Context: an optimization exercise on an open-source flow, tuned for a short achievable clock period and few clock cycles. The choices shown serve that exercise and are no tape-out recipe. Function was checked by simulation only, so behaviour that the tests miss may differ from the original.

==> v17: inputs <==
Design col216_core, start of the top module:
module col216_core (
    input  wire        clk,
    input  wire        rst,           
    input  wire [15:0] prog_len,      
    output wire [15:0] imem_addr,
    input  wire [31:0] imem_rdata,
    output wire [17:0] dmem_addr,     
    output wire        dmem_we,
    output wire [31:0] dmem_wdata,
    input  wire [31:0] dmem_rdata,
    output wire        wb_valid,      
    output wire [4:0]  wb_rd,
    output wire [31:0] wb_data,
    output wire        halted,
    output wire        fault,
    output wire [2:0]  fault_code,
    output wire [15:0] fault_pc
);
    localparam OP_ADD  = 6'd1;
    localparam OP_SUB  = 6'd2;
    localparam OP_MUL  = 6'd3;
    localparam OP_SLT  = 6'd4;
    localparam OP_ADDI = 6'd5;
    localparam OP_LW   = 6'd6;
    localparam OP_SW   = 6'd7;
    localparam OP_BEQ  = 6'd8;
    localparam OP_BNE  = 6'd9;
    localparam OP_J    = 6'd10;
    localparam F_INVREG  = 3'd1;
    localparam F_INVLAB  = 3'd2;
    localparam F_MEMADDR = 3'd3;
    localparam F_SYNTAX  = 3'd4;
    reg [31:0] rf [1:31];             
    reg [31:1] rf_ok;                 
    reg [15:0] n_r;                   
    reg        fault_r;
    reg [2:0]  fault_code_r;
    reg [15:0] fault_pc_r;
    reg        halted_r;              
    reg        dmem_we_r;             
    reg        wb_valid_r;            
    reg [15:0] pc;
    reg        f_ok;                  
    reg [1:0]  bht_c [0:63];          
    reg [63:0] bht_seen;              
    reg [63:0] lp_tv;                 
    reg [3:0]  lp_trip [0:63];
    reg [3:0]  lp_cnt  [0:63];
    reg [63:0] lp_cv;                 
    reg [63:0] f_hv;                  
    reg        ir_v;
    reg [31:0] ir;
    reg [15:0] ir_pc;
  ...
export LEC_CHECK = 0
export ABC_CLOCK_PERIOD_IN_PS = 3000
export CAP_MARGIN = 20
export CELL_PAD_IN_SITES_GLOBAL_PLACEMENT = 2
export CORE_MARGIN = 2
export CORE_UTILIZATION = 35
export PLACE_DENSITY = 0.5
export SLEW_MARGIN = 20
export TNS_END_PERCENT = 100
create_clock -name core_clock -period 11.0 [get_ports {clk}]
standard.sh (not shown) runs the stock make flow with config.mk's settings and CLKGATE_MAP_FILE= SYNTH_SCRIPT=/design/flow/synth_recipe.tcl, a recipe that flattens the netlist after the stock synthesis.
==> flow/flow/run.sh <==
#!/bin/bash
set -euo pipefail
bash standard.sh SETUP_SLACK_MARGIN=7 \
  "BUFFER_PORTS_ARGS=-buffer_cell sky130_fd_sc_hd__buf_4" \
  finish > standard.log 2>&1
==> v2 (differences from v17) <==
--- a/flow/design.v
+++ b/flow/design.v
@@ -44,28 +44,35 @@
     reg [1:0]  bht_c [0:63];          
     reg [63:0] bht_seen;              
     reg [63:0] lp_tv;                 
     reg [3:0]  lp_trip [0:63];
     reg [3:0]  lp_cnt  [0:63];
     reg [63:0] lp_cv;                 
     reg [63:0] f_hv;                  
+    reg        upd_v;
+    reg [5:0]  upd_idx;
+    reg        upd_taken;
+    reg        upd_back;
+    reg [1:0]  upd_old;               
+    reg [3:0]  upd_cnt;               
+    reg        upd_tv;
+    reg [3:0]  upd_trip;
     reg        ir_v;
     reg [31:0] ir;
     reg [15:0] ir_pc;
     reg        ir_pred;
     reg        idex_v;
     reg [15:0] idex_pc;
     reg [31:0] idex_d1;
     reg [31:0] idex_d2;
     reg [1:0]  idex_s1;               
     reg [1:0]  idex_s2;
     reg [31:0] idex_md1;              
     reg [31:0] idex_md2;
-    reg [1:0]  idex_ms1;              
-    reg [1:0]  idex_ms2;
+    reg [1:0]  idex_as1;              
     reg [31:0] idex_imm;
     reg [4:0]  idex_dest;
     reg        idex_rw;
     reg        idex_add, idex_sub, idex_mul, idex_slt, idex_addi;
     reg        idex_lw, idex_sw, idex_beq, idex_bne;
     reg        idex_pred;
     reg        idex_r_eq;             
@@ -106,19 +113,20 @@
     reg [4:0]  wb_rd_r;               
     reg [31:0] wb_data_r;
     wire [31:0] ex_a = idex_s1[0] ? exmem_res : idex_s1[1] ? memwb_val : idex_d1;
     wire [31:0] ex_b = idex_s2[0] ? exmem_res : idex_s2[1] ? memwb_val : idex_d2;
     wire [31:0] ex_add  = ex_a + ex_b;
     wire [31:0] ex_sub  = ex_a - ex_b;
     wire        ex_slt  = $signed(ex_a) < $signed(ex_b);
-    wire [32:0] ex_ea   = {ex_a[31], ex_a} + {idex_imm[31], idex_imm};
-    wire [31:0] ex_addi = ex_ea[31:0];
-    wire [33:0] ex_elo  = {{2{ex_a[31]}}, ex_a} + idex_klo;
-    wire [33:0] ex_ehi  = {{2{ex_a[31]}}, ex_a} + idex_khi;
-    wire        ex_ea_bad = (ex_a[1:0] != idex_imm[1:0] * 2'd3)   
+    wire [31:0] ex_addi = ex_a + idex_imm;
+    wire [31:0] ex_ab   = idex_as1[0] ? exmem_res : idex_as1[1] ? memwb_val : idex_d1;
+    wire [32:0] ex_ea   = {ex_ab[31], ex_ab} + {idex_imm[31], idex_imm};
+    wire [33:0] ex_elo  = {{2{ex_ab[31]}}, ex_ab} + idex_klo;
+    wire [33:0] ex_ehi  = {{2{ex_ab[31]}}, ex_ab} + idex_khi;
+    wire        ex_ea_bad = (ex_ab[1:0] != idex_imm[1:0] * 2'd3)  
                           | ex_elo[33]                           
                           | ~ex_ehi[33];                         
     wire        ex_fault  = idex_v & (idex_df | ((idex_lw | idex_sw) & ex_ea_bad));
     wire [2:0]  ex_fcode  = idex_df ? idex_dcode : F_MEMADDR;
     wire        eq_em    = (exmem_res == memwb_val);
     wire        eq_ed    = (exmem_res == idex_d2);
     wire        eq_md    = (memwb_val == idex_d2);
@@ -134,16 +142,16 @@
     wire        ex_taken = (idex_beq & ex_eq) | (idex_bne & ~ex_eq);
     wire        ex_isbr  = idex_beq | idex_bne;
     wire        redir    = ex_eq ? idex_r_eq : idex_r_ne;
     wire [31:0] ex_res = ({32{idex_add}}  & ex_add)
                        | ({32{idex_sub}}  & ex_sub)
                        | ({32{idex_slt}}  & {31'd0, ex_slt})
                        | ({32{idex_addi}} & ex_addi);
-    wire [31:0] mul_a = idex_ms1[0] ? exmem_res : idex_ms1[1] ? memwb_val : idex_md1;
-    wire [31:0] mul_b = idex_ms2[0] ? exmem_res : idex_ms2[1] ? memwb_val : idex_md2;
+    wire [31:0] mul_a = idex_md1;
+    wire [31:0] mul_b = idex_md2;
     wire [32:0] mbb = {mul_b, 1'b0};
     wire [31:0] mul_a2 = {mul_a[30:0], 1'b0};
     wire mb1_0 = mbb[1] ^ mbb[0];
     wire mb2_0 = (mbb[2] & ~mbb[1] & ~mbb[0]) | (~mbb[2] & mbb[1] & mbb[0]);
     wire mbn_0 = mbb[2];
     wire [31:0] mpp0 = ((({32{mb1_0}} & mul_a) | ({32{mb2_0}} & mul_a2)) ^ {32{mbn_0}}) << 0;
     wire mb1_1 = mbb[3] ^ mbb[2];
@@ -234,26 +242,23 @@
     wire [31:0] mms3_1 = exmem_mv3 ^ exmem_mv4 ^ exmem_mv5;
     wire [31:0] mmc3_1 = {((exmem_mv3[30:0] & exmem_mv4[30:0]) | (exmem_mv3[30:0] & exmem_mv5[30:0]) | (exmem_mv4[30:0] & exmem_mv5[30:0])), 1'b0};
     wire [31:0] mms4_0 = mms3_0 ^ mmc3_0 ^ mms3_1;
     wire [31:0] mmc4_0 = {((mms3_0[30:0] & mmc3_0[30:0]) | (mms3_0[30:0] & mms3_1[30:0]) | (mmc3_0[30:0] & mms3_1[30:0])), 1'b0};
     wire [31:0] mms5_0 = mms4_0 ^ mmc4_0 ^ mmc3_1;
     wire [31:0] mmc5_0 = {((mms4_0[30:0] & mmc4_0[30:0]) | (mms4_0[30:0] & mmc3_1[30:0]) | (mmc4_0[30:0] & mmc3_1[30:0])), 1'b0};
     wire [31:0] mul_final = mms5_0 + mmc5_0;
-    wire [31:0] mem_val = exmem_mr ? dmem_rdata : exmem_mul ? mul_final : exmem_res;
+    wire [31:0] mem_val = exmem_mul ? mul_final : exmem_mr ? dmem_rdata : exmem_res;
     wire [1:0]  bu_old  = bht_seen[exmem_bidx] ? bht_c[exmem_bidx] : (exmem_bne ? 2'd2 : 2'd1);
     wire [3:0]  bu_cnt  = lp_cv[exmem_bidx] ? lp_cnt[exmem_bidx] : 4'd0;
-    wire [1:0]  bu_new  = exmem_taken ? ((bu_old == 2'd3) ? 2'd3 : bu_old + 2'd1)
-                                      : ((bu_old == 2'd0) ? 2'd0 : bu_old - 2'd1);
-    wire        bu_tv_old   = lp_tv[exmem_bidx];
-    wire [3:0]  bu_trip_old = lp_trip[exmem_bidx];
-    wire        bu_tv_new   = exmem_back ? (exmem_taken ? (bu_tv_old & (bu_cnt != 4'hf)) : 1'b1)
-                                         : bu_tv_old;
-    wire [3:0]  bu_cnt_new  = exmem_back ? (exmem_taken ? bu_cnt + 4'd1 : 4'd0) : bu_cnt;
-    wire [3:0]  bu_trip_new = (exmem_back & ~exmem_taken) ? bu_cnt : bu_trip_old;
-    wire        bu_hv       = bu_tv_new ? (bu_cnt_new != bu_trip_new) : bu_new[1];
+    wire [1:0]  up_ctr  = upd_taken ? ((upd_old == 2'd3) ? 2'd3 : upd_old + 2'd1)
+                                    : ((upd_old == 2'd0) ? 2'd0 : upd_old - 2'd1);
+    wire        up_tv   = upd_back ? (upd_taken ? (upd_tv & (upd_cnt != 4'hf)) : 1'b1) : upd_tv;
+    wire [3:0]  up_cnt  = upd_back ? (upd_taken ? upd_cnt + 4'd1 : 4'd0) : upd_cnt;
+    wire [3:0]  up_trip = (upd_back & ~upd_taken) ? upd_cnt : upd_trip;
+    wire        up_hv   = up_tv ? (up_cnt != up_trip) : up_ctr[1];
     wire [5:0]  op    = ir[31:26];
     wire [4:0]  rs    = ir[25:21];
     wire [4:0]  rt    = ir[20:16];
     wire [4:0]  rd    = ir[15:11];
     wire d_add  = (op == OP_ADD);
     wire d_sub  = (op == OP_SUB);
     wire d_mul  = (op == OP_MUL);
@@ -275,15 +280,19 @@
     wire [2:0] d_dcode = bad_syntax ? F_SYNTAX : bad_reg ? F_INVREG : F_INVLAB;
     wire       use_rs = (is_r | d_addi | d_lw | d_sw | is_br) & (rs != 5'd0);
     wire       use_rt = (is_r | d_sw | is_br) & (rt != 5'd0);
     wire       writes = is_r | d_addi | d_lw;
     wire [4:0] dest   = is_r ? rd : rt;
     wire ex_late  = idex_v & idex_rw & (idex_lw | idex_mul);
     wire hazard   = ex_late & ((use_rs & (rs == idex_dest)) | (use_rt & (rt == idex_dest)));
-    wire stall    = ir_v & hazard;
+    wire mul_haz  = d_mul & ((idex_v & idex_rw &
+                              ((use_rs & (rs == idex_dest)) | (use_rt & (rt == idex_dest))))
+                           | (exmem_v & exmem_rw & (exmem_mr | exmem_mul) &
+                              ((use_rs & (rs == exmem_dest)) | (use_rt & (rt == exmem_dest)))));
+    wire stall    = ir_v & (hazard | mul_haz);
     wire f1_ex  = use_rs & idex_v  & idex_rw  & (idex_dest  == rs);
     wire f1_mem = use_rs & exmem_v & exmem_rw & (exmem_dest == rs);
     wire f2_ex  = use_rt & idex_v  & idex_rw  & (idex_dest  == rt);
     wire f2_mem = use_rt & exmem_v & exmem_rw & (exmem_dest == rt);
     wire        wb_en  = memwb_v & memwb_rw;
     wire [31:0] wb_dec = 32'd1 << memwb_dest;
     wire [31:0] rf_ok0 = {rf_ok, 1'b0};
@@ -336,14 +345,15 @@
             idex_r_eq    <= 1'b0;
             idex_r_ne    <= 1'b0;
             exmem_v      <= 1'b0;
             memwb_v      <= 1'b0;
             bht_seen     <= 64'd0;
             lp_tv        <= 64'd0;
             lp_cv        <= 64'd0;
+            upd_v        <= 1'b0;
         end else begin
             memwb_v <= exmem_v;
             exmem_v <= idex_v;
             idex_v  <= ir_v & ~stall & ~redir;
             idex_r_eq <= ir_v & ~stall & ~redir & ((d_beq & ~ir_pred) | (d_bne & ir_pred));
             idex_r_ne <= ir_v & ~stall & ~redir & ((d_beq & ir_pred) | (d_bne & ~ir_pred));
             if (redir) begin
@@ -353,65 +363,60 @@
             end else if (!stall) begin
                 ir_v <= f_ok;
                 if (f_ok) begin
                     pc   <= f_take ? imem_rdata[15:0] : f_pc1;
                     f_ok <= f_take ? (imem_rdata[15:0] < n_r) : (f_pc1 < n_r);
                 end
             end
-            if (exmem_v & exmem_br) begin
-                bht_seen[exmem_bidx] <= 1'b1;
-                if (exmem_back) begin
-                    lp_cv[exmem_bidx] <= 1'b1;
-                    if (exmem_taken) begin
-                        if (bu_cnt == 4'hf)
-                            lp_tv[exmem_bidx] <= 1'b0;
-                    end else begin
-                        lp_tv[exmem_bidx] <= 1'b1;
-                    end
-                end
+            upd_v <= exmem_v & exmem_br;
+            if (upd_v) begin
+                bht_seen[upd_idx] <= 1'b1;
+                lp_tv[upd_idx]    <= up_tv;
+                if (upd_back)
+                    lp_cv[upd_idx] <= 1'b1;
             end
         end
     end
     always @(posedge clk) begin
         if (rst)
             rf_ok <= 31'd0;
         else if (wb_en)
             rf_ok <= rf_ok | wb_dec[31:1];
     end
     always @(posedge clk) begin
         if (wb_en)
             rf[memwb_dest] <= memwb_val;
     end
     always @(posedge clk) begin
-        if (exmem_br) begin
-            bht_c[exmem_bidx] <= bu_new;
-            f_hv[exmem_bidx]  <= bu_hv;
-            if (exmem_back) begin
-                lp_cnt[exmem_bidx] <= exmem_taken ? bu_cnt + 4'd1 : 4'd0;
-                if (~exmem_taken)
-                    lp_trip[exmem_bidx] <= bu_cnt;
-            end
+        upd_idx   <= exmem_bidx;
+        upd_taken <= exmem_taken;
+        upd_back  <= exmem_back;
+        upd_old   <= bu_old;
+        upd_cnt   <= bu_cnt;
+        upd_tv    <= lp_tv[exmem_bidx];
+        upd_trip  <= lp_trip[exmem_bidx];
+        if (upd_v) begin
+            bht_c[upd_idx]   <= up_ctr;
+            lp_cnt[upd_idx]  <= up_cnt;
+            lp_trip[upd_idx] <= up_trip;
+            f_hv[upd_idx]    <= up_hv;
         end
         memwb_rw   <= exmem_rw;
         memwb_dest <= exmem_dest;
         memwb_val  <= mem_val;
-        if (exmem_rw) begin
-            wb_rd_r   <= exmem_dest;
-            wb_data_r <= mem_val;
-        end
+        wb_rd_r   <= exmem_dest & {5{exmem_rw}};
+        wb_data_r <= mem_val & {32{exmem_rw}};
         exmem_rw    <= idex_rw;
         exmem_mr    <= idex_lw;
         exmem_mw    <= idex_sw;
         exmem_mul   <= idex_mul;
         exmem_dest  <= idex_dest;
         exmem_res   <= ex_res;
-        if (idex_sw)
-            exmem_sv <= ex_b;
-        if (idex_lw | idex_sw)
-            exmem_addr <= ex_ea[19:2];
+        exmem_sv    <= ex_b & {32{idex_sw}};
+        exmem_addr  <= ex_ea[19:2] & {18{idex_lw | idex_sw}};
         exmem_br    <= idex_v & ex_isbr;
         exmem_back  <= idex_back;
         exmem_bne   <= idex_bne;
         exmem_taken <= ex_taken;
         exmem_bidx  <= idex_pc[5:0];
         exmem_mv0 <= mts2_0;
         exmem_mv1 <= mtc2_0;
@@ -420,18 +425,17 @@
         exmem_mv4 <= mts1_3;
         exmem_mv5 <= mtc1_3;
         idex_pc     <= ir_pc;
         idex_d1     <= rdata1;
         idex_d2     <= rdata2;
         idex_s1     <= {f1_mem & ~f1_ex, f1_ex};
         idex_s2     <= {f2_mem & ~f2_ex, f2_ex};
-        idex_md1    <= d_mul ? rdata1 : 32'd0;
-        idex_md2    <= d_mul ? rdata2 : 32'd0;
-        idex_ms1    <= {f1_mem & ~f1_ex & d_mul, f1_ex & d_mul};
-        idex_ms2    <= {f2_mem & ~f2_ex & d_mul, f2_ex & d_mul};
+        idex_md1    <= ~d_mul ? 32'd0 : f1_mem ? exmem_res : rdata1;
+        idex_md2    <= ~d_mul ? 32'd0 : f2_mem ? exmem_res : rdata2;
+        idex_as1    <= {f1_mem & ~f1_ex & (d_lw | d_sw), f1_ex & (d_lw | d_sw)};
         idex_imm    <= {{16{ir[15]}}, ir[15:0]};
         idex_dest   <= dest;
         idex_rw     <= writes;
         idex_add    <= d_add;
         idex_sub    <= d_sub;
         idex_mul    <= d_mul;
         idex_slt    <= d_slt;
==> out/metrics.cfg <==
[outcome]
status = finished clean

[yosys]
ys_types = 98
synth_xor_area_frac = 0.0265

[power]
intPower_uw = 17700

[setup_path]
worstReg2RegStart = idex_s2[1]

[cells_and_area]
fin_cells = 16600

[detailed_routing]
wl_met3_mm = 32.3

the above is filed under v2

==> out/metrics.cfg <==
[outcome]
status = finished clean

[yosys]
synth_xor_area_frac = 0.0271
ys_types = 88

[setup_path]
worstReg2RegStart = exmem_mv0[15]

[floorplanning]
core_mm2 = 0.378

[power]
intPower_uw = 17700

[cells_and_area]
fin_cells = 16400

[detailed_routing]
wl_met3_mm = 44.8

the above is filed under v17

Testbench counts of v17, summed over its fixed seeds: cycles 100,756.
Testbench counts of v2, summed over its fixed seeds: cycles 103,971.

-- static timing again, ports no longer ideal --
How much do the figures lean on ideal ports? The routed layouts below were timed once more, with nothing changed but the port constraints.
Step 1 (the two cells are an assumption about what drives the block):
set clk [get_ports {clk}]
set_driving_cell -lib_cell sky130_fd_sc_hd__clkbuf_16 $clk
set_driving_cell -lib_cell sky130_fd_sc_hd__buf_2 [delete_from_list [all_inputs] $clk]
Step 2 moves the port delays by t, midway between the first and last clock arrival at a register: inputs arrive t later, outputs are due t later. That takes back most of the time a late clock gives input paths.
Three values: ideal ports, drivers, drivers and shift; two values: the first two.
run | t (ns) | setup WS [ns] | hold WS [ns]
v17 | 1.046 | 6.219 / 6.219 / 6.080 | 0.341 / 0.341 / 0.341
v2 | 1.023 | 6.959 / 6.959 / 6.368 | 0.335 / 0.335 / 0.335
After both steps setup and hold are still met in every run listed. For v2, which loses most, drivers alone change the setup slack by 0.000 ns; drivers and shift together by -0.591 ns.
